What follows belongs to an exercise in optimizing a design on an open flow for small area, a short achievable clock period and few clock cycles; a production flow would make more cautious choices. No functional check of the RTL was part of any run shown here. No activity file was given, so power comes from the tool's default toggle rates.

--- flow/run.sh ---
#!/bin/bash
set -euo pipefail
export BUFFER_PORTS_ARGS="-buffer_cell sky130_fd_sc_hd__buf_1"
export SETUP_SLACK_MARGIN=5.3
bash standard.sh > standard.log 2>&1
--- standard.sh ---
#!/bin/bash
# synth_recipe.tcl (not shown) runs the flow's synth.tcl, then flattens the netlist and writes it again
# the make line also repeats each setting of config.mk as NAME=value (left out here)
make -C /OpenROAD-flow-scripts/flow DESIGN_CONFIG=/design/flow/config.mk WORK_HOME=/design/flow/orfs CLKGATE_MAP_FILE= SYNTH_SCRIPT=/design/flow/synth_recipe.tcl "${@:-finish}"
--- config.mk ---
export PLATFORM = sky130hd
export DESIGN_NAME = nrf_host_link
export DESIGN_NICKNAME = nrf_host_link
export VERILOG_FILES = /design/flow/design.v
export SDC_FILE = /design/flow/constraint.sdc
export NUM_CORES = 4
export LEC_CHECK = 0
export ABC_CLOCK_PERIOD_IN_PS = 2500
export CAP_MARGIN = 20
export CORE_MARGIN = 2
export CORE_UTILIZATION = 40
export SLEW_MARGIN = 20
--- constraint.sdc ---
create_clock -name core_clock -period 8.0 [get_ports {clk}]
set_input_delay 1.6000 -clock core_clock [delete_from_list [all_inputs] [get_ports {clk}]]
set_output_delay 1.6000 -clock core_clock [all_outputs]
set_load 0.01 [all_outputs]
--- design.v ---
module nrf_host_link (
    input  wire        clk,
    input  wire        rst,
    input  wire        in_valid,
    input  wire [7:0]  in_data,
    input  wire        in_last,
    output reg         in_ready,
    output reg         pay_valid,
    output wire [7:0]  pay_data,
    output wire        pay_last,
    input  wire        pay_ready,
    output reg         cmd_done,
    output reg  [6:0]  cfg_channel,
    output reg  [1:0]  cfg_speed,
    output reg  [39:0] cfg_tx,
    output reg  [39:0] cfg_rx,
    output reg  [3:0]  cfg_opt,       
    input  wire        rx_valid,
    input  wire [7:0]  rx_data,
    input  wire        rx_last,
    output reg         rx_ready,
    output reg         out_valid,
    output reg  [7:0]  out_data,
    output reg         out_last,
    input  wire        out_ready
);
    localparam CAPACITY  = 32;
    localparam CMD_IDENT = 8'h21;
    localparam CR        = 8'h0D;
    localparam LF        = 8'h0A;
    localparam [6:0]  DEFAULT_CHANNEL = 7'h4C;
    localparam [1:0]  DEFAULT_SPEED   = 2'd1;
    localparam [39:0] DEFAULT_TX      = 40'hE7E7E7E7E7;
    localparam [39:0] DEFAULT_RX      = 40'hC2C2C2C2C2;
    localparam [3:0]  DEFAULT_OPTIONS = 4'b1101;    
    function [3:0] hexval;
        input [7:0] c;
        begin
            hexval = 4'd0;
            if (c[7:4] == 4'h3) begin
                if (!c[3] || c[2:1] == 2'b00) hexval = c[3:0];
            end else if (c[7:4] == 4'h4 || c[7:4] == 4'h6) begin
                case (c[3:0])
                    4'h1: hexval = 4'hA;
                    4'h2: hexval = 4'hB;
                    4'h3: hexval = 4'hC;
                    4'h4: hexval = 4'hD;
                    4'h5: hexval = 4'hE;
                    4'h6: hexval = 4'hF;
                    default: hexval = 4'd0;
                endcase
            end
        end
    endfunction
    function is_le;
        input [7:0] c;
        is_le = (c == CR) || (c == LF);
    endfunction
    function is_pass;
        input [7:0] c;
        is_pass = (c >= 8'h20 && c <= 8'h7E) || is_le(c);
    endfunction
    function [7:0] hexch;
        input [3:0] n;
        case (n)
            4'hA: hexch = 8'h41;
            4'hB: hexch = 8'h42;
            4'hC: hexch = 8'h43;
            4'hD: hexch = 8'h44;
            4'hE: hexch = 8'h45;
            4'hF: hexch = 8'h46;
            default: hexch = {4'h3, n};
        endcase
    endfunction
    reg        iv;               
    reg  [7:0] id;
    reg        il;
    reg [7:0] qd0, qd1, qd2;
    reg       ql0, ql1, ql2;
    reg       v0, v1, v2;
    reg       topen;             
    assign pay_data = qd0;
    assign pay_last = ql0;
    wire in_fire = in_valid && in_ready;
    wire proc    = iv && !v2;    
    wire iv_n    = in_fire || (iv && v2);
    always @(posedge clk) begin
        if (in_fire) begin
            id  <= in_data;
            il  <= in_last;
        end
        if (rst) iv <= 1'b0;
        else     iv <= iv_n;
    end
    reg       first;             
    reg       cmd;               
    reg       lo;                
    reg [5:0] cnt;               
    reg       v_c, v_s, v_t, v_r, optact;
    wire strip = cfg_opt[0];
    wire hex   = cfg_opt[1];
    wire       i21   = (id == CMD_IDENT);
    wire       ile   = is_le(id);
    wire [3:0] ihv   = hexval(id);
    wire cmdx  = first ? i21 : cmd;
    wire room  = !cnt[5];
    reg       push, patch, lo_n;
    reg [7:0] pdata;
    always @(*) begin
        push  = 1'b0;
        patch = 1'b0;
        lo_n  = lo;
        pdata = id;
        if (!hex) begin
            push = !(strip && ile);
        end else if (!lo) begin
            if (ile) begin
                push = !strip;
            end else begin
                push  = 1'b1;
                pdata = {ihv, 4'd0};
                lo_n  = room;
            end
        end else begin
            lo_n = 1'b0;
            if (ile) push  = !strip;
            else     patch = 1'b1;
        end
        push = push && room;
    end
    wire d_fire  = proc && !cmdx;
    wire d_push  = d_fire && push;
    wire d_patch = d_fire && patch;
    wire d_close = d_fire && il;
    wire pop = pay_valid && pay_ready;
    wire a_w0 = d_push && !v0;
    wire a_w1 = d_push && v0 && !v1;
    wire a_w2 = d_push && v1;
    wire a_t0 = v0 && !v1;       
    wire a_t1 = v1 && !v2;
    wire a_t2 = v2;
    wire b_w0 = d_push && !v1;
    wire b_w1 = d_push && v1;
    wire b_t0 = v1 && !v2;
    wire b_t1 = v2;
    wire close_tail = d_close && !d_push && topen;
    reg [7:0] a_d0, a_d1, a_d2, b_d0, b_d1;
    reg       a_l0, a_l1, a_l2, b_l0, b_l1;
    always @(*) begin
        a_d0 = a_w0 ? pdata : qd0;
        a_d1 = a_w1 ? pdata : qd1;
        a_d2 = a_w2 ? pdata : qd2;
        a_l0 = a_w0 ? il : (ql0 || (close_tail && a_t0));
        a_l1 = a_w1 ? il : (ql1 || (close_tail && a_t1));
        a_l2 = a_w2 ? il : (ql2 || (close_tail && a_t2));
        if (d_patch && a_t0) a_d0[3:0] = ihv;
        if (d_patch && a_t1) a_d1[3:0] = ihv;
        if (d_patch && a_t2) a_d2[3:0] = ihv;
        b_d0 = b_w0 ? pdata : qd1;
        b_d1 = b_w1 ? pdata : qd2;
        b_l0 = b_w0 ? il : (ql1 || (close_tail && b_t0));
        b_l1 = b_w1 ? il : (ql2 || (close_tail && b_t1));
        if (d_patch && b_t0) b_d0[3:0] = ihv;
        if (d_patch && b_t1) b_d1[3:0] = ihv;
    end
    wire topen_n = d_push ? !il : (topen && !d_close);
    wire a_v0 = v0 || d_push;
    wire a_v1 = v1 || (d_push && v0);
    wire a_v2 = v2 || (d_push && v1);
    wire b_v0 = v1 || d_push;
    wire b_v1 = v2 || (d_push && v1);
    wire a_pv = a_v0 && (a_v1 || !topen_n);
    wire b_pv = b_v0 && (b_v1 || !topen_n);
    wire a_ir = !iv_n || !a_v2;
    always @(posedge clk) begin
        qd0 <= pop ? b_d0 : a_d0;
        qd1 <= pop ? b_d1 : a_d1;
        qd2 <= a_d2;
        ql0 <= pop ? b_l0 : a_l0;
        ql1 <= pop ? b_l1 : a_l1;
        ql2 <= a_l2;
        if (rst) begin
            v0        <= 1'b0;
            v1        <= 1'b0;
            v2        <= 1'b0;
            topen     <= 1'b0;
            pay_valid <= 1'b0;
            in_ready  <= 1'b1;
        end else begin
            v0        <= pop ? b_v0 : a_v0;
            v1        <= pop ? b_v1 : a_v1;
            v2        <= pop ? 1'b0 : a_v2;
            topen     <= topen_n;
            pay_valid <= pop ? b_pv : a_pv;
            in_ready  <= pop ? 1'b1 : a_ir;
        end
    end
    reg rst_q;
    always @(posedge clk) rst_q <= rst;
    wire c_fire = proc && cmd;           
    wire c_verb = c_fire && (cnt == 6'd1);
    wire c_arg  = c_fire && room;
    integer k;
    always @(posedge clk) begin
        if (rst) begin
            first       <= 1'b1;
            cmd         <= 1'b0;
            lo          <= 1'b0;
            cnt         <= 6'd0;
            cmd_done    <= 1'b0;
        end else begin
            cmd_done <= proc && il && cmdx;
            if (proc) begin
                first <= il;
                cmd   <= cmdx && !il;
                if (il) begin
                    cnt <= 6'd0;
                    lo  <= 1'b0;
                end else begin
                    if (cmdx ? room : push)
                        cnt <= cnt + 6'd1;
                    if (!cmdx)
                        lo <= lo_n;
                end
            end
        end
    end
    always @(posedge clk) begin
        if (c_verb) begin
            v_c    <= (id == 8'h63);
            v_s    <= (id == 8'h73);
            v_t    <= (id == 8'h74);
            v_r    <= (id == 8'h72);
            optact <= (id == 8'h6F);
        end else if (c_arg && optact && cnt >= 6'd2) begin
            case (id)
                8'h6C, 8'h4C, 8'h78, 8'h58, 8'h61, 8'h41, 8'h64, 8'h44: ;
                default: optact <= 1'b0;
            endcase
        end
    end
    always @(posedge clk) begin
        if (rst_q) begin
            cfg_channel <= DEFAULT_CHANNEL;
            cfg_speed   <= DEFAULT_SPEED;
            cfg_tx      <= DEFAULT_TX;
            cfg_rx      <= DEFAULT_RX;
            cfg_opt     <= DEFAULT_OPTIONS;
        end else begin
            if (c_verb) begin
                if (id == 8'h63) cfg_channel <= 7'd0;
                if (id == 8'h73) cfg_speed   <= 2'd0;
                if (id == 8'h74) cfg_tx      <= 40'd0;
                if (id == 8'h72) cfg_rx      <= 40'd0;
            end
            if (c_arg) begin
                if (v_c && cnt == 6'd2) cfg_channel[6:4] <= ihv[2:0];
                if (v_c && cnt == 6'd3) cfg_channel[3:0] <= ihv;
                if (v_s && cnt == 6'd2 && ihv != 4'd0) cfg_speed <= 2'd2;
                if (v_s && cnt == 6'd3 && !cfg_speed[1])
                    cfg_speed <= (ihv[3:1] != 3'd0) ? 2'd2 : ihv[1:0];
                for (k = 0; k < 5; k = k + 1) begin
                    if (cnt == 2 + 2 * k) begin
                        if (v_t) cfg_tx[8*k+4 +: 4] <= ihv;
                        if (v_r) cfg_rx[8*k+4 +: 4] <= ihv;
                    end
                    if (cnt == 3 + 2 * k) begin
                        if (v_t) cfg_tx[8*k +: 4] <= ihv;
                        if (v_r) cfg_rx[8*k +: 4] <= ihv;
                    end
                end
                if (optact && cnt >= 6'd2) begin
                    case (id)
                        8'h6C: cfg_opt[0] <= 1'b0;
                        8'h4C: cfg_opt[0] <= 1'b1;
                        8'h78: cfg_opt[1] <= 1'b0;
                        8'h58: cfg_opt[1] <= 1'b1;
                        8'h61: cfg_opt[2] <= 1'b0;
                        8'h41: cfg_opt[2] <= 1'b1;
                        8'h64: cfg_opt[3] <= 1'b0;
                        8'h44: cfg_opt[3] <= 1'b1;
                        default: ;
                    endcase
                end
            end
        end
    end
    localparam W_EMPTY = 3'd0;
    localparam W_START = 3'd1;    
    localparam W_HI    = 3'd2;    
    localparam W_LO    = 3'd3;    
    localparam W_LF    = 3'd4;    
    reg [2:0] ws;
    reg [7:0] wb;
    reg       wl, wpass;
    wire       rx_fire = rx_valid && rx_ready;
    wire       w_src   = (ws != W_EMPTY);
    wire [7:0] sb      = w_src ? wb : rx_data;
    wire       sl      = w_src ? wl : rx_last;
    wire       spass   = w_src ? wpass : is_pass(rx_data);
    wire [2:0] ss      = w_src ? ws : (rx_fire ? W_START : W_EMPTY);
    reg        g_v, g_l;
    reg  [7:0] g_d;
    reg  [2:0] g_rem;
    always @(*) begin
        g_v   = 1'b1;
        g_l   = 1'b0;
        g_d   = LF;
        g_rem = W_EMPTY;
        case (ss)
            W_START: begin
                g_d   = spass ? sb : 8'h5C;
                g_l   = spass && sl && (sb == LF);
                g_rem = !spass ? W_HI : (sl && sb != LF) ? W_LF : W_EMPTY;
            end
            W_HI: begin
                g_d   = hexch(sb[7:4]);
                g_rem = W_LO;
            end
            W_LO: begin
                g_d   = hexch(sb[3:0]);
                g_rem = sl ? W_LF : W_EMPTY;
            end
            W_LF: begin
                g_l   = 1'b1;
            end
            default: g_v = 1'b0;
        endcase
    end
    wire       ofree = !out_valid || out_ready;
    wire [2:0] ws_n  = ofree ? g_rem : ss;
    always @(posedge clk) begin
        wb    <= sb;
        wl    <= sl;
        wpass <= spass;
        if (ofree) begin
            out_data <= g_d;
            out_last <= g_l;
        end
        if (rst) begin
            ws        <= W_EMPTY;
            out_valid <= 1'b0;
            rx_ready  <= 1'b1;
        end else begin
            ws        <= ws_n;
            if (ofree)
                out_valid <= g_v;
            rx_ready  <= (ws_n == W_EMPTY);
        end
    end
endmodule
==> impl_metrics.env, run 1 <==
export IMPL_timing_hold_ws_ps=458
export IMPL_antenna_violation_net_count_after_detailed_routing=0
export IMPL_crit_arrival_ps=3000
export IMPL_antenna_found_initial=1
export IMPL_hold_path_class="reg2reg"
export IMPL_power_report_internal_total_w=0.00159
export IMPL_die_h_um=144
export IMPL_tritoncts_num_sinks=176
export IMPL_rows=51
export IMPL_cts_hold_buffers=0
export IMPL_leakage_dissipation_nw=3.46
export IMPL_post_drt_wl_per_cell_um=17.5
export IMPL_gp_congestion=0.827
export IMPL_sequence_of_cells_on_the_critical_path="buf_8, or3b_4, a21oi_4, o31ai_4, o21a_2, o221a_2, o22ai_2"
export IMPL_syn_nets=874
export IMPL_core_area_um2=19300
export IMPL_setup_worst_path_class="in2reg"
export IMPL_worst_setup_path_startpoint="rx_data[2]"
export IMPL_finalCriticalPeriod_ps=2720
export IMPL_setup_tns_ps=0
export IMPL_antenna_diode_count=0
export IMPL_drive_above_1_share=0.144
export IMPL_layout_cells_most_common_list="dfxtp_1 (135), buf_1 (135), nor2_1 (96)"
export IMPL_run_status="no timing/DRC/antenna violations"
export IMPL_peakVddDrop_v=0.000196
export IMPL_initial_core_util=0.404
export IMPL_synth_avg_cell_area_um2=9.24
export IMPL_grt_setup_unrepaired="yes"
export IMPL_clk_root_buffer_cell="clkbuf_16"
export IMPL_busiest_layer="met2"
export IMPL_drt_iter0_markers=556
export IMPL_async_set_or_reset_register_ratio_after_synthesis=0
export IMPL_routed_via_count=7088
export IMPL_synth_edf_count=39
export IMPL_finalCoreUtilization=0.496
export IMPL_floorplan_die_area_um2=20700
export IMPL_grt_pass1_vias=6471
export IMPL_drt_total_wl_mm=22.2
export IMPL_groute_layer_met1_usage=0.290
export IMPL_share_of_power_burned_in_combinational_logic=0.188
export IMPL_critical_path_max_stage_delay_ps=390
export IMPL_setup_worst_path_end_class="flip-flop"
export IMPL_drv_max_cap_violation_count=0
export IMPL_power_switching_share=0.310
export IMPL_regToRegStartpoint="id[0]"
export IMPL_global_route_usage_met2=0.345
export IMPL_worst_slew_margin_rel=0.382
export IMPL_cp_top_family="compound AO/OA/AOI/OAI gates"
export IMPL_synth_seq_area_share=0.501
export IMPL_global_route_usage_total=0.216
export IMPL_clock_tree_htree_level_count=4
export IMPL_detailed_place_hpwl_mm=14.8
export IMPL_synthCells=846
export IMPL_clock_skew_final_ps=14.7
export IMPL_floorplan_io_pins=140
export IMPL_switchingPower_w=0.000715
export IMPL_seqPwrFrac=0.453
export IMPL_die_x_um=144
export IMPL_post_dp_cell_area_um2=8540
export IMPL_worst_slew_pin_transition_ps=927
export IMPL_globalRoute_totalOverflow=0
export IMPL_clk_latency_ps=440
export IMPL_synth_ff_latch_count=176
export IMPL_setup_violations_final=0
export IMPL_maxClockFrequency_mhz=368
export IMPL_finalMaxSlewViolations=0
export IMPL_synth_warning_count=1
export IMPL_timing_critical_path_slowest_stage_cell="or3b_4"
export IMPL_post_synth_num_cell_types=71
export IMPL_numCtsBuffers=17
export IMPL_crit_required_ps=8280
export IMPL_layout_filler_cells=1861
export IMPL_setup_worst_path_start_class="input port"
export IMPL_netlist_area_um2=7810
export IMPL_post_route_period_util=0.340
export IMPL_hold_viol_final=0
export IMPL_avgViaCountPerCell=5.58
export IMPL_crit_fanout=5
export IMPL_clk_path_buf_depth=2
export IMPL_finalInstanceArea_um2=9590
export IMPL_share_of_power_burned_in_the_clock_network=0.359
export IMPL_design_final_nets=1021
export IMPL_power_density_nw_per_um2=240
export IMPL_met3_routing_resource_usage_after_global_routing=0.0506
export IMPL_port_buffer_count=139
export IMPL_report_power_total_w=0.00230
export IMPL_grt_pass1_wl_mm=34.7
export IMPL_post_route_drc_count=0
export IMPL_timing_critical_path_buf_inv=1
export IMPL_synth_top_flop_cell="dfxtp_1"
export IMPL_sequential_cell_area_um2=3920
export IMPL_area_used_by_multi_input_combinational_logic_um2=3810
export IMPL_min_delay_start="qd2[2]"
export IMPL_cts_tree="built"
export IMPL_areaGrowthSynthToFinish_pct=22.7
export IMPL_pin_count_of_the_biggest_net_entering_global_routing=68
export IMPL_cts_reportedPaths_clkPinSlew_ps=70
export IMPL_detailedRoute_firstPassIterationCount=5
state kept, by name (all words and copies together) (netlist names), 2 cells and up:
signal and count:
cfg_channel 7, cfg_opt 4, cfg_rx 40, cfg_speed 2, cfg_tx 40, cnt 6
id 8, out_data 8, qd0 8, qd1 8, qd2 8, wb 8
ws 3
metrics by stage:
step / cells / setup WS (ps)
floorplan: 846 / 5020
global placement: 1204 / 4510
detailed placement: 1204 / 4460
CTS: 1262 / 5270
global route: 1271 / 5230
finish: 1271 / 5280
path summary, 6_finish.rpt:
path         slack (ps)  cells past startpoint          end
min reg2reg         460                      2       qd2[2]
max                5280                      7  out_data[0]
min                 460                      2       qd2[2]
max reg2reg        5320                      6       qd1[3]
area by class of cell:
class | count | area share
Sequential cell | 176 | 0.408
Multi-Input combinational cell | 596 | 0.397
Timing Repair Buffer | 180 | 0.0896
Clock buffer | 17 | 0.0444
Tap cell | 265 | 0.0346
Clock inverter | 15 | 0.0174
Inverter | 22 | 0.00861
cell usage after synthesis (all sizes together), types with 5 or more instances:
master / count / area, µm²
clkbuf: 48 / 180
nor2b: 7 / 43.8
mux2: 19 / 218
a21oi: 38 / 190
and2: 8 / 50.1
a22oi: 9 / 67.6
nor3b: 6 / 45.0
nand3b: 7 / 52.6
o22ai: 5 / 31.3
inv: 20 / 75.1
buf: 6 / 36.3
and3: 8 / 50.1
nor3: 14 / 70.1
mux2i: 8 / 80.1
nand2: 78 / 293
edfxtp: 39 / 1170
nand2b: 16 / 100
o21ai: 44 / 220
dfxtp: 137 / 2740
nor2: 98 / 368
a221o: 11 / 110
o211ai: 31 / 233
a221oi: 5 / 43.8
nand3: 47 / 235
a31oi: 37 / 231
nor4: 5 / 31.3
a211oi: 7 / 65.1
power groups by stage:
stage / Sequential [W] / Combinational (W) / Clock (W)
floorplan: 0.00106 / 0.000276 / 0
global placement: 0.00107 / 0.000371 / 0
detailed placement: 0.00107 / 0.000373 / 0
CTS: 0.00104 / 0.000405 / 0.000846
global route: 0.00105 / 0.000476 / 0.000880
finish: 0.00104 / 0.000432 / 0.000827
kinds of logic after synthesis:
kind of cell / after synthesis / share of synthesized area
AOI/OAI and AO/OA: 234 / 0.208
xor gates and xnor gates: 4 / 0.00448
adders and majority gates: 4 / 0.00640
buffers and inverters: 76 / 0.0383
DFF: 176 / 0.501
muxes: 27 / 0.0381
and+or+nand+nor: 325 / 0.204
per-layer routing:
layer	vias to the layer above	routed length [µm]
li1	3434	-
met1	3396	9880
met2	221	10500
met3	35	1280
met4	2	493
met5	-	13
timing repair:
action | CTS | global route
gates resized for setup | 29 | 21
gates cloned | 2 | 0
buffers inserted | 24 | 9
endpoints found under the setup margin | 119 | 75
pin swaps | 9 | 8
tightest hold or removal path, cell delays in order (launching register included):
cell and delay, ps:
dfxtp_1 330, nand2_1 50, o21ai_0 50
==> run 2: changes to the inputs <==
--- a/design.v
+++ b/design.v
@@ -74,7 +74,8 @@
     endfunction
     reg        iv;               
     reg  [7:0] id;
-    reg        il;
+    reg        il, ile, i21;
+    reg  [3:0] ihv;
     reg [7:0] qd0, qd1, qd2;
     reg       ql0, ql1, ql2;
     reg       v0, v1, v2;
@@ -88,6 +89,9 @@
         if (in_fire) begin
             id  <= in_data;
             il  <= in_last;
+            ile <= is_le(in_data);
+            i21 <= (in_data == CMD_IDENT);
+            ihv <= hexval(in_data);
         end
         if (rst) iv <= 1'b0;
         else     iv <= iv_n;
@@ -99,9 +103,6 @@
     reg       v_c, v_s, v_t, v_r, optact;
     wire strip = cfg_opt[0];
     wire hex   = cfg_opt[1];
-    wire       i21   = (id == CMD_IDENT);
-    wire       ile   = is_le(id);
-    wire [3:0] ihv   = hexval(id);
     wire cmdx  = first ? i21 : cmd;
     wire room  = !cnt[5];
     reg       push, patch, lo_n;
@@ -195,8 +196,6 @@
             in_ready  <= pop ? 1'b1 : a_ir;
         end
     end
-    reg rst_q;
-    always @(posedge clk) rst_q <= rst;
     wire c_fire = proc && cmd;           
     wire c_verb = c_fire && (cnt == 6'd1);
     wire c_arg  = c_fire && room;
@@ -204,15 +203,18 @@
     always @(posedge clk) begin
         if (rst) begin
             first       <= 1'b1;
-            cmd         <= 1'b0;
             lo          <= 1'b0;
             cnt         <= 6'd0;
             cmd_done    <= 1'b0;
+            cfg_channel <= DEFAULT_CHANNEL;
+            cfg_speed   <= DEFAULT_SPEED;
+            cfg_tx      <= DEFAULT_TX;
+            cfg_rx      <= DEFAULT_RX;
+            cfg_opt     <= DEFAULT_OPTIONS;
         end else begin
             cmd_done <= proc && il && cmdx;
             if (proc) begin
                 first <= il;
-                cmd   <= cmdx && !il;
                 if (il) begin
                     cnt <= 6'd0;
                     lo  <= 1'b0;
@@ -223,30 +225,6 @@
                         lo <= lo_n;
                 end
             end
-        end
-    end
-    always @(posedge clk) begin
-        if (c_verb) begin
-            v_c    <= (id == 8'h63);
-            v_s    <= (id == 8'h73);
-            v_t    <= (id == 8'h74);
-            v_r    <= (id == 8'h72);
-            optact <= (id == 8'h6F);
-        end else if (c_arg && optact && cnt >= 6'd2) begin
-            case (id)
-                8'h6C, 8'h4C, 8'h78, 8'h58, 8'h61, 8'h41, 8'h64, 8'h44: ;
-                default: optact <= 1'b0;
-            endcase
-        end
-    end
-    always @(posedge clk) begin
-        if (rst_q) begin
-            cfg_channel <= DEFAULT_CHANNEL;
-            cfg_speed   <= DEFAULT_SPEED;
-            cfg_tx      <= DEFAULT_TX;
-            cfg_rx      <= DEFAULT_RX;
-            cfg_opt     <= DEFAULT_OPTIONS;
-        end else begin
             if (c_verb) begin
                 if (id == 8'h63) cfg_channel <= 7'd0;
                 if (id == 8'h73) cfg_speed   <= 2'd0;
@@ -285,6 +263,22 @@
             end
         end
     end
+    always @(posedge clk) begin
+        if (proc)
+            cmd <= cmdx && !il;
+        if (c_verb) begin
+            v_c    <= (id == 8'h63);
+            v_s    <= (id == 8'h73);
+            v_t    <= (id == 8'h74);
+            v_r    <= (id == 8'h72);
+            optact <= (id == 8'h6F);
+        end else if (c_arg && optact && cnt >= 6'd2) begin
+            case (id)
+                8'h6C, 8'h4C, 8'h78, 8'h58, 8'h61, 8'h41, 8'h64, 8'h44: ;
+                default: optact <= 1'b0;
+            endcase
+        end
+    end
     localparam W_EMPTY = 3'd0;
     localparam W_START = 3'd1;    
     localparam W_HI    = 3'd2;    
==> flow/run.sh (replaced) <==
#!/bin/bash
set -euo pipefail
export BUFFER_PORTS_ARGS="-buffer_cell sky130_fd_sc_hd__buf_1"
export SETUP_SLACK_MARGIN=5.45
export CTS_ARGS="-sink_clustering_enable -repair_clock_nets -root_buf sky130_fd_sc_hd__clkbuf_16 -buf_list sky130_fd_sc_hd__clkbuf_8 -dont_use_dummy_load"
bash standard.sh > standard.log 2>&1
--- a/config.mk
+++ b/config.mk
@@ -5,7 +5,6 @@
 export SDC_FILE = /design/flow/constraint.sdc
 export NUM_CORES = 4
 export LEC_CHECK = 0
-export ABC_CLOCK_PERIOD_IN_PS = 2500
 export CAP_MARGIN = 20
 export CORE_MARGIN = 2
 export CORE_UTILIZATION = 40
==> run 2 against run 1 <==
Critical path type unchanged. Sequential cell count up 5. Fmax down 1.9%. Die area up 4.3%. Synthesized cell count up 8.6%.
==> impl_metrics.env, run 2 <==
export IMPL_areaGrowthSynthToFinish_pct=15.0
export IMPL_post_route_drc_count=0
export IMPL_synth_ff_latch_count=181
export IMPL_reg_top3="cfg_rx (40), cfg_tx (40)"
export IMPL_share_of_power_burned_in_the_clock_network=0.250
export IMPL_crit_required_ps=8150
export IMPL_post_drt_wl_per_cell_um=17.3
export IMPL_maxClockFrequency_mhz=361
export IMPL_globalRoute_totalOverflow=0
export IMPL_setup_worst_path_end_class="flip-flop"
export IMPL_initial_core_util=0.406
export IMPL_port_buffer_count=139
export IMPL_crit_fanout=4
export IMPL_setup_violations_final=0
export IMPL_design_final_nets=1066
export IMPL_synthCells=919
export IMPL_antenna_diode_count=0
export IMPL_grt_pass1_wl_mm=35.7
export IMPL_setup_worst_path_class="in2reg"
export IMPL_synth_top_flop_cell="dfxtp_1"
export IMPL_avgViaCountPerCell=5.49
export IMPL_synth_avg_cell_area_um2=8.88
export IMPL_die_x_um=147
export IMPL_hold_viol_final=0
export IMPL_numCtsBuffers=17
export IMPL_routed_via_count=7169
export IMPL_antenna_found_initial=0
export IMPL_drt_iter0_markers=494
export IMPL_peakVddDrop_v=0.000112
export IMPL_clock_skew_final_ps=37.0
export IMPL_cts_hold_buffers=0
export IMPL_synth_warning_count=1
export IMPL_detailed_place_hpwl_mm=15.1
export IMPL_power_density_nw_per_um2=208
export IMPL_final_critical_path_setup_slack_ps=5230
export IMPL_seqPwrFrac=0.555
export IMPL_rows=52
export IMPL_crit_arrival_ps=2920
export IMPL_leakage_dissipation_nw=3.25
export IMPL_yosys_cell_count_top_type="nand2_1"
export IMPL_synthTopCellsByArea="dfxtp_1 (33%), edfxtp_1 (17%), nand2_1 (6.4%)"
export IMPL_worst_slew_margin_rel=0.412
export IMPL_clk_root_buffer_cell="clkbuf_16"
export IMPL_gp_congestion=0.884
export IMPL_die_h_um=147
export IMPL_hold_path_class="reg2reg"
export IMPL_timing_hold_ws_ps=453
export IMPL_share_of_power_burned_in_combinational_logic=0.195
export IMPL_report_power_total_w=0.00195
export IMPL_clk_path_buf_depth=2
export IMPL_detailedRoute_firstPassIterationCount=5
export IMPL_clk_latency_ps=400
export IMPL_global_route_usage_total=0.207
export IMPL_pin_count_of_the_biggest_net_entering_global_routing=111
export IMPL_core_area_um2=20100
export IMPL_synthTopCellsByCount="nand2_1 (139), dfxtp_1 (135), a21oi_1 (87)"
export IMPL_run_status="no timing/DRC/antenna violations"
export IMPL_synth_area_leader_cell="dfxtp_1"
export IMPL_mostFrequentLayoutCell="nand2_1"
export IMPL_netlist_area_um2=8160
export IMPL_power_report_internal_total_w=0.00137
export IMPL_drt_total_wl_mm=22.5
export IMPL_post_route_period_util=0.346
export IMPL_async_set_or_reset_register_ratio_after_synthesis=0
export IMPL_grt_pass1_vias=6683
export IMPL_grt_setup_unrepaired="yes"
export IMPL_finalCriticalPeriod_ps=2770
export IMPL_cts_reportedPaths_clkPinSlew_ps=90
export IMPL_drive_above_1_share=0.117
export IMPL_synth_edf_count=46
export IMPL_dp_slack_ps=4700
export IMPL_switchingPower_w=0.000585
export IMPL_finalMaxSlewViolations=0
export IMPL_yosysTopAreaCellShare=0.331
export IMPL_worst_slew_pin_transition_ps=882
export IMPL_synth_seq_area_share=0.500
export IMPL_setup_tns_ps=0
export IMPL_power_switching_share=0.300
export IMPL_tritoncts_num_sinks=181
export IMPL_cts_tree="built"
export IMPL_post_synth_num_cell_types=64
export IMPL_floorplan_die_area_um2=21600
export IMPL_layout_cells_most_common_list="nand2_1 (137), dfxtp_1 (131), buf_1 (102)"
export IMPL_floorplan_io_pins=140
export IMPL_setup_worst_path_start_class="input port"
export IMPL_drv_max_cap_violation_count=0
export IMPL_antenna_violation_net_count_after_detailed_routing=0
export IMPL_syn_nets=947
export IMPL_clock_tree_htree_level_count=4
-- run 2: kinds of logic after synthesis --
kind of cell             share of synthesized area
buffers and inverters                       0.0435
multiplexers                                0.0201
flip-flops                                   0.500
AND/OR/NAND/NOR                              0.259
AO/OA/AOI/OAI                                0.168
XOR/XNOR                                   0.00215
adder cells (fa/ha/maj)                    0.00613
-- run 2: power by group through the flow --
stage | sequential, W | combinational, W | clock (W)
floorplan | 0.00109 | 0.000255 | 0
global placement | 0.00110 | 0.000339 | 0
detailed placement | 0.00110 | 0.000335 | 0
CTS | 0.00108 | 0.000368 | 0.000503
global route | 0.00109 | 0.000420 | 0.000535
finish | 0.00108 | 0.000380 | 0.000488
-- run 2: routing by layer --
layer / global-route usage / vias to the layer above / part of all wire
met2: 0.319 / 243 / 0.45
li1: - / 3535 / -
met4: 0.0699 / 0 / 0.018
met1: 0.289 / 3363 / 0.47
met5: 0 / - / 0
met3: 0.0429 / 28 / 0.065
-- run 2: critical path, stage by stage --
cell and delay, ps:
buf_6 90, or3b_4 370, o211a_1 150, o31a_1 360, buf_4 170, o21ai_1 110, nand2_1 70
-- run 2: timing repair --
action / in CTS / in global routing
gates resized for setup: 33 / 41
pin swaps: 8 / 4
endpoints found under the setup margin: 84 / 93
gates cloned: 0 / 0
setup buffers: 8 / 9
-- run 2: worst paths after layout --
| path | slack [ps] | cells past startpoint | startpoint | endpoint |
|---|---|---|---|---|
| max | 5230 | 7 | rx_data[2] | out_data[4] |
| min | 450 | 2 | cfg_rx[1] | cfg_rx[1] |
| max reg2reg | 5540 | 9 | cnt[1] | cfg_rx[38] |
| min reg2reg | 450 | 2 | cfg_rx[1] | cfg_rx[1] |
-- run 2: final cells by class --
cell class / instances / area [µm²]
clock buffers: 17 / 245
fillers: 2011 / 10700
repair buffers: 163 / 781
inverters: 22 / 88.8
multi-input cells: 653 / 3850
well taps: 270 / 338
flip-flops and latches: 181 / 4090
-- run 2: per-stage QoR --
| step | util | cells | instance area (µm²) |
|---|---|---|---|
| 2_1_floorplan | - | 919 | 8240 |
| 3_3_place_gp | 0.440 | 1271 | 8840 |
| 3_5_place_dp | 0.440 | 1271 | 8840 |
| 4_1_cts | 0.460 | 1296 | 9240 |
| 5_1_grt | 0.467 | 1306 | 9390 |
| 6_report | 0.467 | 1306 | 9390 |
==> run 3: changes to the inputs <==
--- a/design.v
+++ b/design.v
@@ -133,7 +133,6 @@
     wire d_push  = d_fire && push;
     wire d_patch = d_fire && patch;
     wire d_close = d_fire && il;
-    wire pop = pay_valid && pay_ready;
     wire a_w0 = d_push && !v0;
     wire a_w1 = d_push && v0 && !v1;
     wire a_w2 = d_push && v1;
@@ -173,12 +172,21 @@
     wire a_pv = a_v0 && (a_v1 || !topen_n);
     wire b_pv = b_v0 && (b_v1 || !topen_n);
     wire a_ir = !iv_n || !a_v2;
+    wire [7:0] c_d0 = pay_valid ? b_d0 : a_d0;
+    wire [7:0] c_d1 = pay_valid ? b_d1 : a_d1;
+    wire       c_l0 = pay_valid ? b_l0 : a_l0;
+    wire       c_l1 = pay_valid ? b_l1 : a_l1;
+    wire       c_v0 = pay_valid ? b_v0 : a_v0;
+    wire       c_v1 = pay_valid ? b_v1 : a_v1;
+    wire       c_v2 = !pay_valid && a_v2;
+    wire       c_pv = pay_valid ? b_pv : a_pv;
+    wire       c_ir = pay_valid || a_ir;
     always @(posedge clk) begin
-        qd0 <= pop ? b_d0 : a_d0;
-        qd1 <= pop ? b_d1 : a_d1;
+        qd0 <= pay_ready ? c_d0 : a_d0;
+        qd1 <= pay_ready ? c_d1 : a_d1;
         qd2 <= a_d2;
-        ql0 <= pop ? b_l0 : a_l0;
-        ql1 <= pop ? b_l1 : a_l1;
+        ql0 <= pay_ready ? c_l0 : a_l0;
+        ql1 <= pay_ready ? c_l1 : a_l1;
         ql2 <= a_l2;
         if (rst) begin
             v0        <= 1'b0;
@@ -188,12 +196,12 @@
             pay_valid <= 1'b0;
             in_ready  <= 1'b1;
         end else begin
-            v0        <= pop ? b_v0 : a_v0;
-            v1        <= pop ? b_v1 : a_v1;
-            v2        <= pop ? 1'b0 : a_v2;
+            v0        <= pay_ready ? c_v0 : a_v0;
+            v1        <= pay_ready ? c_v1 : a_v1;
+            v2        <= pay_ready ? c_v2 : a_v2;
             topen     <= topen_n;
-            pay_valid <= pop ? b_pv : a_pv;
-            in_ready  <= pop ? 1'b1 : a_ir;
+            pay_valid <= pay_ready ? c_pv : a_pv;
+            in_ready  <= pay_ready ? c_ir : a_ir;
         end
     end
     wire c_fire = proc && cmd;           
@@ -284,15 +292,16 @@
     localparam W_HI    = 3'd2;    
     localparam W_LO    = 3'd3;    
     localparam W_LF    = 3'd4;    
+    reg       rv, rl, rpass;
+    reg [7:0] rb;
     reg [2:0] ws;
     reg [7:0] wb;
     reg       wl, wpass;
-    wire       rx_fire = rx_valid && rx_ready;
     wire       w_src   = (ws != W_EMPTY);
-    wire [7:0] sb      = w_src ? wb : rx_data;
-    wire       sl      = w_src ? wl : rx_last;
-    wire       spass   = w_src ? wpass : is_pass(rx_data);
-    wire [2:0] ss      = w_src ? ws : (rx_fire ? W_START : W_EMPTY);
+    wire [7:0] sb      = w_src ? wb : rb;
+    wire       sl      = w_src ? wl : rl;
+    wire       spass   = w_src ? wpass : rpass;
+    wire [2:0] ss      = w_src ? ws : (rv ? W_START : W_EMPTY);
     reg        g_v, g_l;
     reg  [7:0] g_d;
     reg  [2:0] g_rem;
@@ -321,25 +330,33 @@
             default: g_v = 1'b0;
         endcase
     end
-    wire       ofree = !out_valid || out_ready;
-    wire [2:0] ws_n  = ofree ? g_rem : ss;
+    wire       rx_fire = rx_valid && rx_ready;
+    wire       ofree   = !out_valid || out_ready;
+    wire       rv_n    = rx_fire || (rv && w_src);
     always @(posedge clk) begin
         wb    <= sb;
         wl    <= sl;
         wpass <= spass;
+        if (rx_fire) begin
+            rb    <= rx_data;
+            rl    <= rx_last;
+            rpass <= is_pass(rx_data);
+        end
         if (ofree) begin
             out_data <= g_d;
             out_last <= g_l;
         end
         if (rst) begin
             ws        <= W_EMPTY;
+            rv        <= 1'b0;
             out_valid <= 1'b0;
             rx_ready  <= 1'b1;
         end else begin
-            ws        <= ws_n;
+            ws        <= ofree ? g_rem : ss;
+            rv        <= rv_n;
             if (ofree)
                 out_valid <= g_v;
-            rx_ready  <= (ws_n == W_EMPTY);
+            rx_ready  <= !rv_n || (ofree ? (g_rem == W_EMPTY) : (ss == W_EMPTY));
         end
     end
 endmodule
==> run 3 against run 2 <==
Still clean on timing, DRC and antenna. Via count up 2.1%. Critical path depth fell by 6. Sequential cell count increased by 11. Register-to-register slack hardly changed. Clock-buffer cell count unchanged. Clock power is 3% higher. Highest routed layer unchanged.
==> impl_metrics.env, run 3 <==
export IMPL_syn_nets=936
export IMPL_routed_via_count=7316
export IMPL_mostFrequentLayoutCell="dfxtp_1"
export IMPL_groute_layer_met1_usage=0.301
export IMPL_drt_iter0_markers=691
export IMPL_clk_root_buffer_cell="clkbuf_16"
export IMPL_rows=53
export IMPL_crit_required_ps=6400
export IMPL_gp_congestion=0.869
export IMPL_synth_avg_cell_area_um2=9.42
export IMPL_setup_tns_ps=0
export IMPL_antenna_found_initial=0
export IMPL_setup_worst_path_class="reg2out"
export IMPL_reg_top3="cfg_rx (40), cfg_tx (40)"
export IMPL_antenna_diode_count=0
export IMPL_layout_cells_most_common_list="dfxtp_1 (141), buf_1 (93), nand2_1 (84)"
export IMPL_antenna_violation_net_count_after_detailed_routing=0
export IMPL_finalCriticalPeriod_ps=2520
export IMPL_cts_reportedPaths_clkPinSlew_ps=90
export IMPL_synth_seq_area_share=0.496
export IMPL_avgViaCountPerCell=5.68
export IMPL_areaGrowthSynthToFinish_pct=12.3
export IMPL_synth_area_leader_cell="dfxtp_1"
export IMPL_final_critical_path_setup_slack_ps=5480
export IMPL_run_status="no timing/DRC/antenna violations"
export IMPL_met3_routing_resource_usage_after_global_routing=0.0336
export IMPL_maxClockFrequency_mhz=396
export IMPL_layout_filler_cells=2082
export IMPL_yosys_cell_count_top_type="dfxtp_1"
export IMPL_floorplan_io_pins=140
export IMPL_globalRoute_totalOverflow=0
export IMPL_synth_warning_count=1
export IMPL_netlist_area_um2=8550
export IMPL_clk_path_buf_depth=2
export IMPL_clock_tree_htree_level_count=4
export IMPL_synth_top_flop_cell="dfxtp_1"
export IMPL_yosysTopAreaCellShare=0.356
export IMPL_setup_violations_final=0
export IMPL_initial_core_util=0.407
export IMPL_crit_arrival_ps=920
export IMPL_post_drt_wl_per_cell_um=17.9
export IMPL_peakVddDrop_v=0.000110
export IMPL_sequence_of_cells_on_the_critical_path="buf_1"
export IMPL_clock_skew_final_ps=30.2
export IMPL_finalMaxSlewViolations=0
export IMPL_synthTopCellsByArea="dfxtp_1 (36%), edfxtp_1 (14%), nand2_1 (3.7%)"
export IMPL_port_buffer_count=139
export IMPL_global_route_usage_met2=0.299
export IMPL_pin_count_of_the_biggest_net_entering_global_routing=104
export IMPL_synthCells=908
export IMPL_detailed_place_hpwl_mm=15.6
export IMPL_drt_total_wl_mm=23.0
export IMPL_core_area_um2=21000
export IMPL_timing_critical_path_slowest_stage_cell="dfxtp_1"
export IMPL_synth_ff_latch_count=192
export IMPL_drive_above_1_share=0.119
export IMPL_drv_max_cap_violation_count=0
export IMPL_cts_tree="built"
export IMPL_detailedRoute_firstPassIterationCount=5
export IMPL_worst_slew_pin_transition_ps=1010
export IMPL_setup_worst_path_start_class="flip-flop"
export IMPL_power_density_nw_per_um2=205
export IMPL_critical_path_max_stage_delay_ps=360
export IMPL_numCtsBuffers=17
export IMPL_dp_slack_ps=4760
export IMPL_clk_latency_ps=400
export IMPL_hold_viol_final=0
export IMPL_floorplan_die_area_um2=22600
export IMPL_async_set_or_reset_register_ratio_after_synthesis=0
export IMPL_cts_hold_buffers=0
export IMPL_worst_slew_margin_rel=0.322
export IMPL_post_route_drc_count=0
export IMPL_grt_pass1_wl_mm=36.1
export IMPL_report_power_total_w=0.00196
export IMPL_grt_setup_unrepaired="yes"
export IMPL_post_route_period_util=0.315
export IMPL_crit_fanout=2
export IMPL_finalCoreUtilization=0.457
export IMPL_timing_critical_path_buf_inv=1
export IMPL_cp_top_family="flip-flops"
export IMPL_hold_path_class="reg2reg"
export IMPL_synthTopCellsByCount="dfxtp_1 (152), nand2_1 (85), nor2_1 (75)"
export IMPL_global_route_usage_total=0.203
export IMPL_grt_pass1_vias=6551
export IMPL_leakage_dissipation_nw=3.30
export IMPL_die_h_um=150
export IMPL_design_final_nets=1043
export IMPL_post_synth_num_cell_types=77
export IMPL_die_x_um=150
export IMPL_setup_worst_path_end_class="output port"
export IMPL_tritoncts_num_sinks=192
export IMPL_busiest_layer="met1"
export IMPL_synth_edf_count=40
run 3: cell types whose count changed after synthesis, moves of 8 or more:
cell,before,now
nand2_1,139,85
a22oi_1,2,14
and3_1,40,30
a21oi_1,87,52
nor3_1,21,33
a221o_1,10,21
dfxtp_1,135,152
o21ai_0,35,45
a211oi_1,2,16
a211o_1,40,27
and2_1,7,15
nand3_1,63,45
run 3: worst paths after layout:
path                startpoint      endpoint  slack (ps)  depth (start not counted)
hold / removal    cfg_speed[0]  cfg_speed[0]         470                          2
setup / recovery    cfg_rx[38]    cfg_rx[38]        5480                          1
hold reg to reg   cfg_speed[0]  cfg_speed[0]         470                          2
setup reg to reg        cnt[5]     cfg_rx[6]        5550                          4
run 3: kinds of logic after synthesis:
family / Yosys count / synth area share
AOI/OAI and AO/OA: 230 / 0.188
DFF: 192 / 0.496
buffers and inverters: 79 / 0.0404
xor gates and xnor gates: 3 / 0.00307
adders and majority gates: 4 / 0.00585
and+or+nand+nor: 383 / 0.246
muxes: 17 / 0.0203
run 3: cell type report:
| class | count | area [µm²] | share of cell area |
|---|---|---|---|
| clock buffers | 17 | 245 | 0.0255 |
| inverters | 19 | 71.3 | 0.00743 |
| multi-input cells | 638 | 4030 | 0.420 |
| flip-flops and latches | 192 | 4260 | 0.443 |
| well taps | 275 | 344 | 0.0358 |
| repair buffers | 147 | 654 | 0.0681 |
run 3: per-layer routing:
| layer | share of wire | routed length, µm |
|---|---|---|
| met1 | 0.48 | 11100 |
| met2 | 0.44 | 10200 |
| met3 | 0.062 | 1420 |
| met4 | 0.015 | 345 |
| met5 | 0 | 0 |
run 3: power breakdown:
part | switching, W | internal [W]
Clock | 0.000299 | 0.000202
Sequential | 0.0000716 | 0.00108
Combinational | 0.000189 | 0.000119
Total | 0.000560 | 0.00140
run 3: repair_timing:
item,in CTS,in global routing
pin swaps,1,0
setup endpoints to repair,48,71
buffers inserted,3,0
gates cloned,1,0
resized for setup,15,58
run 3: metrics by stage:
stage,instances,instance area (µm²),hold WS (ps)
after CTS,1288,9500,474
after global placement,1267,9200,449
after detailed placement,1267,9200,455
after floorplan,908,8560,419
final,1288,9600,465
after global routing,1288,9600,500
==> run 4: changes to the inputs <==
--- a/design.v
+++ b/design.v
@@ -76,15 +76,19 @@
     reg  [7:0] id;
     reg        il, ile, i21;
     reg  [3:0] ihv;
-    reg [7:0] qd0, qd1, qd2;
-    reg       ql0, ql1, ql2;
-    reg       v0, v1, v2;
+    reg [7:0] qd0;
+    reg       ql0, e0v;
+    reg [7:0] sd0, sd1;
+    reg       sl0, sl1;
+    reg [1:0] sc;                
+    reg       rp, wp;            
     reg       topen;             
     assign pay_data = qd0;
     assign pay_last = ql0;
     wire in_fire = in_valid && in_ready;
-    wire proc    = iv && !v2;    
-    wire iv_n    = in_fire || (iv && v2);
+    wire full    = e0v && sc[1];
+    wire proc    = iv && !full;  
+    wire iv_n    = in_fire || (iv && full);
     always @(posedge clk) begin
         if (in_fire) begin
             id  <= in_data;
@@ -133,75 +137,63 @@
     wire d_push  = d_fire && push;
     wire d_patch = d_fire && patch;
     wire d_close = d_fire && il;
-    wire a_w0 = d_push && !v0;
-    wire a_w1 = d_push && v0 && !v1;
-    wire a_w2 = d_push && v1;
-    wire a_t0 = v0 && !v1;       
-    wire a_t1 = v1 && !v2;
-    wire a_t2 = v2;
-    wire b_w0 = d_push && !v1;
-    wire b_w1 = d_push && v1;
-    wire b_t0 = v1 && !v2;
-    wire b_t1 = v2;
+    wire pop = pay_valid && pay_ready;
     wire close_tail = d_close && !d_push && topen;
-    reg [7:0] a_d0, a_d1, a_d2, b_d0, b_d1;
-    reg       a_l0, a_l1, a_l2, b_l0, b_l1;
+    wire s_any  = (sc != 2'd0);
+    wire t_e0   = !s_any;                
+    wire t_s0   = s_any && wp;           
+    wire t_s1   = s_any && !wp;
+    wire s_push = d_push && e0v;
+    wire w_s0   = s_push && !wp;
+    wire w_s1   = s_push && wp;
+    reg [7:0] f_d0, f_s0, f_s1;
+    reg       f_l0, f_sl0, f_sl1;
     always @(*) begin
-        a_d0 = a_w0 ? pdata : qd0;
-        a_d1 = a_w1 ? pdata : qd1;
-        a_d2 = a_w2 ? pdata : qd2;
-        a_l0 = a_w0 ? il : (ql0 || (close_tail && a_t0));
-        a_l1 = a_w1 ? il : (ql1 || (close_tail && a_t1));
-        a_l2 = a_w2 ? il : (ql2 || (close_tail && a_t2));
-        if (d_patch && a_t0) a_d0[3:0] = ihv;
-        if (d_patch && a_t1) a_d1[3:0] = ihv;
-        if (d_patch && a_t2) a_d2[3:0] = ihv;
-        b_d0 = b_w0 ? pdata : qd1;
-        b_d1 = b_w1 ? pdata : qd2;
-        b_l0 = b_w0 ? il : (ql1 || (close_tail && b_t0));
-        b_l1 = b_w1 ? il : (ql2 || (close_tail && b_t1));
-        if (d_patch && b_t0) b_d0[3:0] = ihv;
-        if (d_patch && b_t1) b_d1[3:0] = ihv;
-    end
-    wire topen_n = d_push ? !il : (topen && !d_close);
-    wire a_v0 = v0 || d_push;
-    wire a_v1 = v1 || (d_push && v0);
-    wire a_v2 = v2 || (d_push && v1);
-    wire b_v0 = v1 || d_push;
-    wire b_v1 = v2 || (d_push && v1);
-    wire a_pv = a_v0 && (a_v1 || !topen_n);
-    wire b_pv = b_v0 && (b_v1 || !topen_n);
-    wire a_ir = !iv_n || !a_v2;
-    wire [7:0] c_d0 = pay_valid ? b_d0 : a_d0;
-    wire [7:0] c_d1 = pay_valid ? b_d1 : a_d1;
-    wire       c_l0 = pay_valid ? b_l0 : a_l0;
-    wire       c_l1 = pay_valid ? b_l1 : a_l1;
-    wire       c_v0 = pay_valid ? b_v0 : a_v0;
-    wire       c_v1 = pay_valid ? b_v1 : a_v1;
-    wire       c_v2 = !pay_valid && a_v2;
-    wire       c_pv = pay_valid ? b_pv : a_pv;
-    wire       c_ir = pay_valid || a_ir;
+        f_d0 = qd0;
+        f_s0 = sd0;
+        f_s1 = sd1;
+        if (d_patch && t_e0) f_d0[3:0] = ihv;
+        if (d_patch && t_s0) f_s0[3:0] = ihv;
+        if (d_patch && t_s1) f_s1[3:0] = ihv;
+        f_l0  = ql0 || (close_tail && t_e0);
+        f_sl0 = sl0 || (close_tail && t_s0);
+        f_sl1 = sl1 || (close_tail && t_s1);
+    end
+    wire [7:0] x_d  = (!e0v && d_push) ? pdata : f_d0;
+    wire       x_l  = (!e0v && d_push) ? il : f_l0;
+    wire [7:0] y_d  = !s_any ? pdata : rp ? f_s1 : f_s0;
+    wire       y_l  = !s_any ? il : rp ? f_sl1 : f_sl0;
+    wire       topen_n = d_push ? !il : (topen && !d_close);
+    wire       x_e0v   = e0v || d_push;
+    wire       y_e0v   = s_any || d_push;
+    wire [1:0] x_sc    = sc + {1'b0, s_push};
+    wire [1:0] y_sc    = s_any ? sc - {1'b0, !d_push} : 2'd0;
+    wire       x_pv    = x_e0v && (x_sc != 2'd0 || !topen_n);
+    wire       y_pv    = y_e0v && (y_sc != 2'd0 || !topen_n);
+    wire       x_ir    = !iv_n || !(x_e0v && x_sc[1]);
     always @(posedge clk) begin
-        qd0 <= pay_ready ? c_d0 : a_d0;
-        qd1 <= pay_ready ? c_d1 : a_d1;
-        qd2 <= a_d2;
-        ql0 <= pay_ready ? c_l0 : a_l0;
-        ql1 <= pay_ready ? c_l1 : a_l1;
-        ql2 <= a_l2;
+        qd0 <= pop ? y_d : x_d;
+        ql0 <= pop ? y_l : x_l;
+        sd0 <= w_s0 ? pdata : f_s0;
+        sd1 <= w_s1 ? pdata : f_s1;
+        sl0 <= w_s0 ? il : f_sl0;
+        sl1 <= w_s1 ? il : f_sl1;
         if (rst) begin
-            v0        <= 1'b0;
-            v1        <= 1'b0;
-            v2        <= 1'b0;
+            e0v       <= 1'b0;
+            sc        <= 2'd0;
+            rp        <= 1'b0;
+            wp        <= 1'b0;
             topen     <= 1'b0;
             pay_valid <= 1'b0;
             in_ready  <= 1'b1;
         end else begin
-            v0        <= pay_ready ? c_v0 : a_v0;
-            v1        <= pay_ready ? c_v1 : a_v1;
-            v2        <= pay_ready ? c_v2 : a_v2;
+            e0v       <= pop ? y_e0v : x_e0v;
+            sc        <= pop ? y_sc : x_sc;
+            rp        <= rp ^ (pop && s_any);
+            wp        <= wp ^ (s_push && (!pop || s_any));
             topen     <= topen_n;
-            pay_valid <= pay_ready ? c_pv : a_pv;
-            in_ready  <= pay_ready ? c_ir : a_ir;
+            pay_valid <= pop ? y_pv : x_pv;
+            in_ready  <= pop ? 1'b1 : x_ir;
         end
     end
     wire c_fire = proc && cmd;           
@@ -211,9 +203,12 @@
     always @(posedge clk) begin
         if (rst) begin
             first       <= 1'b1;
+            cmd         <= 1'b0;
             lo          <= 1'b0;
             cnt         <= 6'd0;
             cmd_done    <= 1'b0;
+            v_c <= 1'b0; v_s <= 1'b0; v_t <= 1'b0; v_r <= 1'b0;
+            optact      <= 1'b0;
             cfg_channel <= DEFAULT_CHANNEL;
             cfg_speed   <= DEFAULT_SPEED;
             cfg_tx      <= DEFAULT_TX;
@@ -223,6 +218,7 @@
             cmd_done <= proc && il && cmdx;
             if (proc) begin
                 first <= il;
+                cmd   <= cmdx && !il;
                 if (il) begin
                     cnt <= 6'd0;
                     lo  <= 1'b0;
@@ -234,6 +230,11 @@
                 end
             end
             if (c_verb) begin
+                v_c    <= (id == 8'h63);
+                v_s    <= (id == 8'h73);
+                v_t    <= (id == 8'h74);
+                v_r    <= (id == 8'h72);
+                optact <= (id == 8'h6F);
                 if (id == 8'h63) cfg_channel <= 7'd0;
                 if (id == 8'h73) cfg_speed   <= 2'd0;
                 if (id == 8'h74) cfg_tx      <= 40'd0;
@@ -265,28 +266,12 @@
                         8'h41: cfg_opt[2] <= 1'b1;
                         8'h64: cfg_opt[3] <= 1'b0;
                         8'h44: cfg_opt[3] <= 1'b1;
-                        default: ;
+                        default: optact <= 1'b0;
                     endcase
                 end
             end
         end
     end
-    always @(posedge clk) begin
-        if (proc)
-            cmd <= cmdx && !il;
-        if (c_verb) begin
-            v_c    <= (id == 8'h63);
-            v_s    <= (id == 8'h73);
-            v_t    <= (id == 8'h74);
-            v_r    <= (id == 8'h72);
-            optact <= (id == 8'h6F);
-        end else if (c_arg && optact && cnt >= 6'd2) begin
-            case (id)
-                8'h6C, 8'h4C, 8'h78, 8'h58, 8'h61, 8'h41, 8'h64, 8'h44: ;
-                default: optact <= 1'b0;
-            endcase
-        end
-    end
     localparam W_EMPTY = 3'd0;
     localparam W_START = 3'd1;    
     localparam W_HI    = 3'd2;    
==> flow/run.sh (replaced) <==
#!/bin/bash
set -euo pipefail
export BUFFER_PORTS_ARGS="-buffer_cell sky130_fd_sc_hd__buf_1"
export SETUP_SLACK_MARGIN=5.3
bash standard.sh > standard.log 2>&1
==> run 4 against run 3 <==
Cell area grew 4.3%. Setup slack got worse by 150 ps. Highest routed layer unchanged. Total power up 13%.
==> impl_metrics.env, run 4 <==
export IMPL_run_status="no timing/DRC/antenna violations"
export IMPL_synth_seq_area_share=0.498
export IMPL_switchingPower_w=0.000575
export IMPL_clock_tree_htree_level_count=4
export IMPL_sequential_cell_area_um2=4380
export IMPL_drv_max_cap_violation_count=0
export IMPL_synth_edf_count=50
export IMPL_timing_hold_ws_ps=447
export IMPL_power_density_nw_per_um2=222
export IMPL_detailedRoute_firstPassIterationCount=5
export IMPL_routed_via_count=7458
export IMPL_clk_root_buffer_cell="clkbuf_16"
export IMPL_worstSetupPathDepth=1
export IMPL_synth_ff_latch_count=194
export IMPL_timing_critical_path_slowest_stage_cell="dfxtp_1"
export IMPL_design_final_nets=1084
export IMPL_floorplan_io_pins=140
export IMPL_regToRegStartpoint="sc[1]"
export IMPL_initial_core_util=0.406
export IMPL_netlist_area_um2=8800
export IMPL_grt_pass1_vias=6783
export IMPL_synth_warning_count=1
export IMPL_setup_tns_ps=0
export IMPL_main_combinational_cell_family_by_area_after_synthesis="simple AND/OR/NAND/NOR gates"
export IMPL_layout_filler_cells=2132
export IMPL_synthTopCellsByCount="dfxtp_1 (144), nand2_1 (108), a21oi_1 (103)"
export IMPL_yosys_area_share_xor_xnor=0.00696
export IMPL_area_used_by_multi_input_combinational_logic_um2=4020
export IMPL_avgViaCountPerCell=5.54
export IMPL_drt_total_wl_mm=22.7
export IMPL_post_synth_num_cell_types=73
export IMPL_port_buffer_count=139
export IMPL_mostFrequentLayoutCell="dfxtp_1"
export IMPL_yosys_cell_count_top_type="dfxtp_1"
export IMPL_post_route_drc_count=0
export IMPL_antenna_found_initial=0
export IMPL_min_path_cells=2
export IMPL_worst_slew_margin_rel=0.296
export IMPL_synth_avg_cell_area_um2=9.18
export IMPL_share_of_power_burned_in_the_clock_network=0.401
export IMPL_crit_arrival_ps=1070
export IMPL_synthCells=959
export IMPL_maxClockFrequency_mhz=374
export IMPL_rows=54
export IMPL_setup_worst_path_start_class="flip-flop"
export IMPL_crit_fanout=5
export IMPL_seqPwrFrac=0.506
export IMPL_pin_count_of_the_biggest_net_entering_global_routing=77
export IMPL_die_h_um=152
export IMPL_met2_routed_wl_mm=10.4
export IMPL_synth_fa_ha_area_frac=0.00853
export IMPL_numCtsBuffers=17
export IMPL_synth_compound_area_share=0.146
export IMPL_finalMaxSlewViolations=0
export IMPL_async_set_or_reset_register_ratio_after_synthesis=0
export IMPL_post_route_period_util=0.334
export IMPL_clock_skew_final_ps=10.9
export IMPL_antenna_diode_count=0
export IMPL_areaGrowthSynthToFinish_pct=13.8
export IMPL_cts_hold_buffers=0
export IMPL_drive_above_1_share=0.0722
export IMPL_grt_pass1_wl_mm=36.7
export IMPL_core_area_um2=21700
export IMPL_floorplan_die_area_um2=23200
export IMPL_layout_cells_most_common_list="dfxtp_1 (144), buf_1 (138), nand2_1 (108)"
export IMPL_wl_met1_mm=10.6
export IMPL_global_route_usage_total=0.193
export IMPL_synth_simple_area_share=0.246
export IMPL_grt_setup_unrepaired="no"
export IMPL_synthTopCellsByArea="dfxtp_1 (33%), edfxtp_1 (17%), a21oi_1 (5.9%)"
export IMPL_postCtsSetupBuffers=0
export IMPL_drt_iter0_markers=536
export IMPL_syn_nets=989
export IMPL_share_of_power_burned_in_combinational_logic=0.093
export IMPL_post_cts_resize_count=1
export IMPL_clk_path_buf_depth=2
export IMPL_setup_worst_path_class="reg2out"
export IMPL_synth_top_flop_cell="dfxtp_1"
export IMPL_cts_reportedPaths_clkPinSlew_ps=70
export IMPL_min_delay_start="cfg_tx[26]"
export IMPL_power_report_internal_total_w=0.00165
export IMPL_yosysTopAreaCellShare=0.327
export IMPL_highest_signal_layer="met4"
export IMPL_worst_slew_pin_transition_ps=1060
export IMPL_globalRoute_totalOverflow=0
export IMPL_crit_required_ps=6400
export IMPL_peakVddDrop_v=0.000144
export IMPL_setup_violations_final=0
export IMPL_worst_case_hold_path_end_point="cfg_tx[26]"
export IMPL_ff2ff_setup_slack_ps=5490
export IMPL_power_switching_share=0.259
export IMPL_antenna_violation_net_count_after_detailed_routing=0
export IMPL_post_drt_wl_per_cell_um=16.8
export IMPL_cells_on_worst_reg2reg_path=8
export IMPL_met3_wirelength_mm=1.32
export IMPL_die_x_um=152
export IMPL_post_synth_mux_area_share=0.0460
export IMPL_hold_path_class="reg2reg"
export IMPL_leakage_dissipation_nw=3.66
export IMPL_critical_path_max_stage_delay_ps=400
export IMPL_clk_latency_ps=430
export IMPL_setup_worst_path_end_class="output port"
export IMPL_sequence_of_cells_on_the_critical_path="buf_1"
export IMPL_detailed_place_hpwl_mm=15.7
export IMPL_finalCriticalPeriod_ps=2670
export IMPL_tritoncts_num_sinks=194
export IMPL_reg_top3="cfg_rx (40), cfg_tx (40)"
export IMPL_hold_viol_final=0
export IMPL_timing_critical_path_buf_inv=1
export IMPL_cp_top_family="flip-flops"
export IMPL_gp_congestion=0.843
export IMPL_cts_tree="built"
export IMPL_synth_area_leader_cell="dfxtp_1"
export IMPL_regToRegEndpoint="pay_valid"
run 4: metrics by stage:
step                      instance area, µm²  instances  total power, W  setup slack (ps)   util
final                                  10000       1347         0.00222              5330  0.462
after global routing                   10000       1347         0.00231              5300  0.462
after CTS                              10000       1347         0.00224              5330  0.461
after detailed placement                9390       1315         0.00135              4770  0.433
after global placement                  9390       1315         0.00135              4770  0.433
after floorplan                         8830        959         0.00129              5340      -
run 4: kinds of logic (layout without fill, tap and decap cells):
kind of cell | after synthesis | in the layout
flip-flops | 194 | 194
XOR/XNOR | 7 | 7
AND/OR/NAND/NOR | 405 | 405
AO/OA/AOI/OAI | 219 | 219
adder cells (fa/ha/maj) | 6 | 6
multiplexers | 39 | 39
buffers and inverters | 89 | 197
run 4: power by group through the flow:
stage,Combinational [W],Clock [W],Sequential [W]
detailed placement,0.000207,0,0.00114
global route,0.000233,0.000948,0.00113
finish,0.000207,0.000890,0.00112
CTS,0.000208,0.000907,0.00112
global placement,0.000205,0,0.00114
floorplan,0.000158,0,0.00113
run 4: area by class of cell:
type / count / area share
sequential: 194 / 0.438
clock inverter: 13 / 0.0161
tap: 280 / 0.0350
inverter: 22 / 0.00825
timing repair buffer: 143 / 0.0558
clock buffer: 19 / 0.0452
multi-input combinational: 676 / 0.402
run 4: how the worst max path moves through the flow:
stage | from | to | slack [ps]
2_1_floorplan | pay_ready | qd0[4] | 5340
3_3_place_gp | rst | cfg_rx[36] | 4770
3_5_place_dp | rst | cfg_rx[36] | 4770
4_1_cts | cfg_opt[1] | cfg_opt[1] | 5330
5_1_grt | pay_ready | qd0[4] | 5300
6_report | cfg_opt[1] | cfg_opt[1] | 5330
run 4: metal layers:
metal,vias up,GRT usage
met3,27,0.0361
met2,234,0.303
met1,3528,0.271
met4,0,0.0601
li1,3669,-
met5,-,0

[what the ideal ports hide]
How much do the figures lean on ideal ports? The routed layouts below were timed once more, with nothing changed but the port constraints. Step 1: set_driving_cell puts a clkbuf_16 on clk and a buf_2 on each other input, an assumption about the parent block. Step 2, shift: input delay + t, output delay - t, t = (earliest + latest rising clock arrival at the registers) / 2. This alone moves slack from input paths to output paths. Slacks: no drivers / after step 1 / after step 2; pairs: no drivers / after step 1.
run	t (ns)	slack for setup (ns)	clock arrival spread, ns
run 1	0.479	5.282 / 5.290 / 4.811	0.014 / 0.014
run 2	0.423	5.231 / 5.238 / 4.815	0.038 / 0.038
run 3	0.426	5.478 / 5.433 / 5.101	0.030 / 0.031
run 4	0.474	5.328 / 5.281 / 4.943	0.012 / 0.011
After both steps every run listed still meets setup and hold. The setup slack of run 1, which loses most, moves by +0.008 ns with the drivers and by -0.471 ns with both steps.
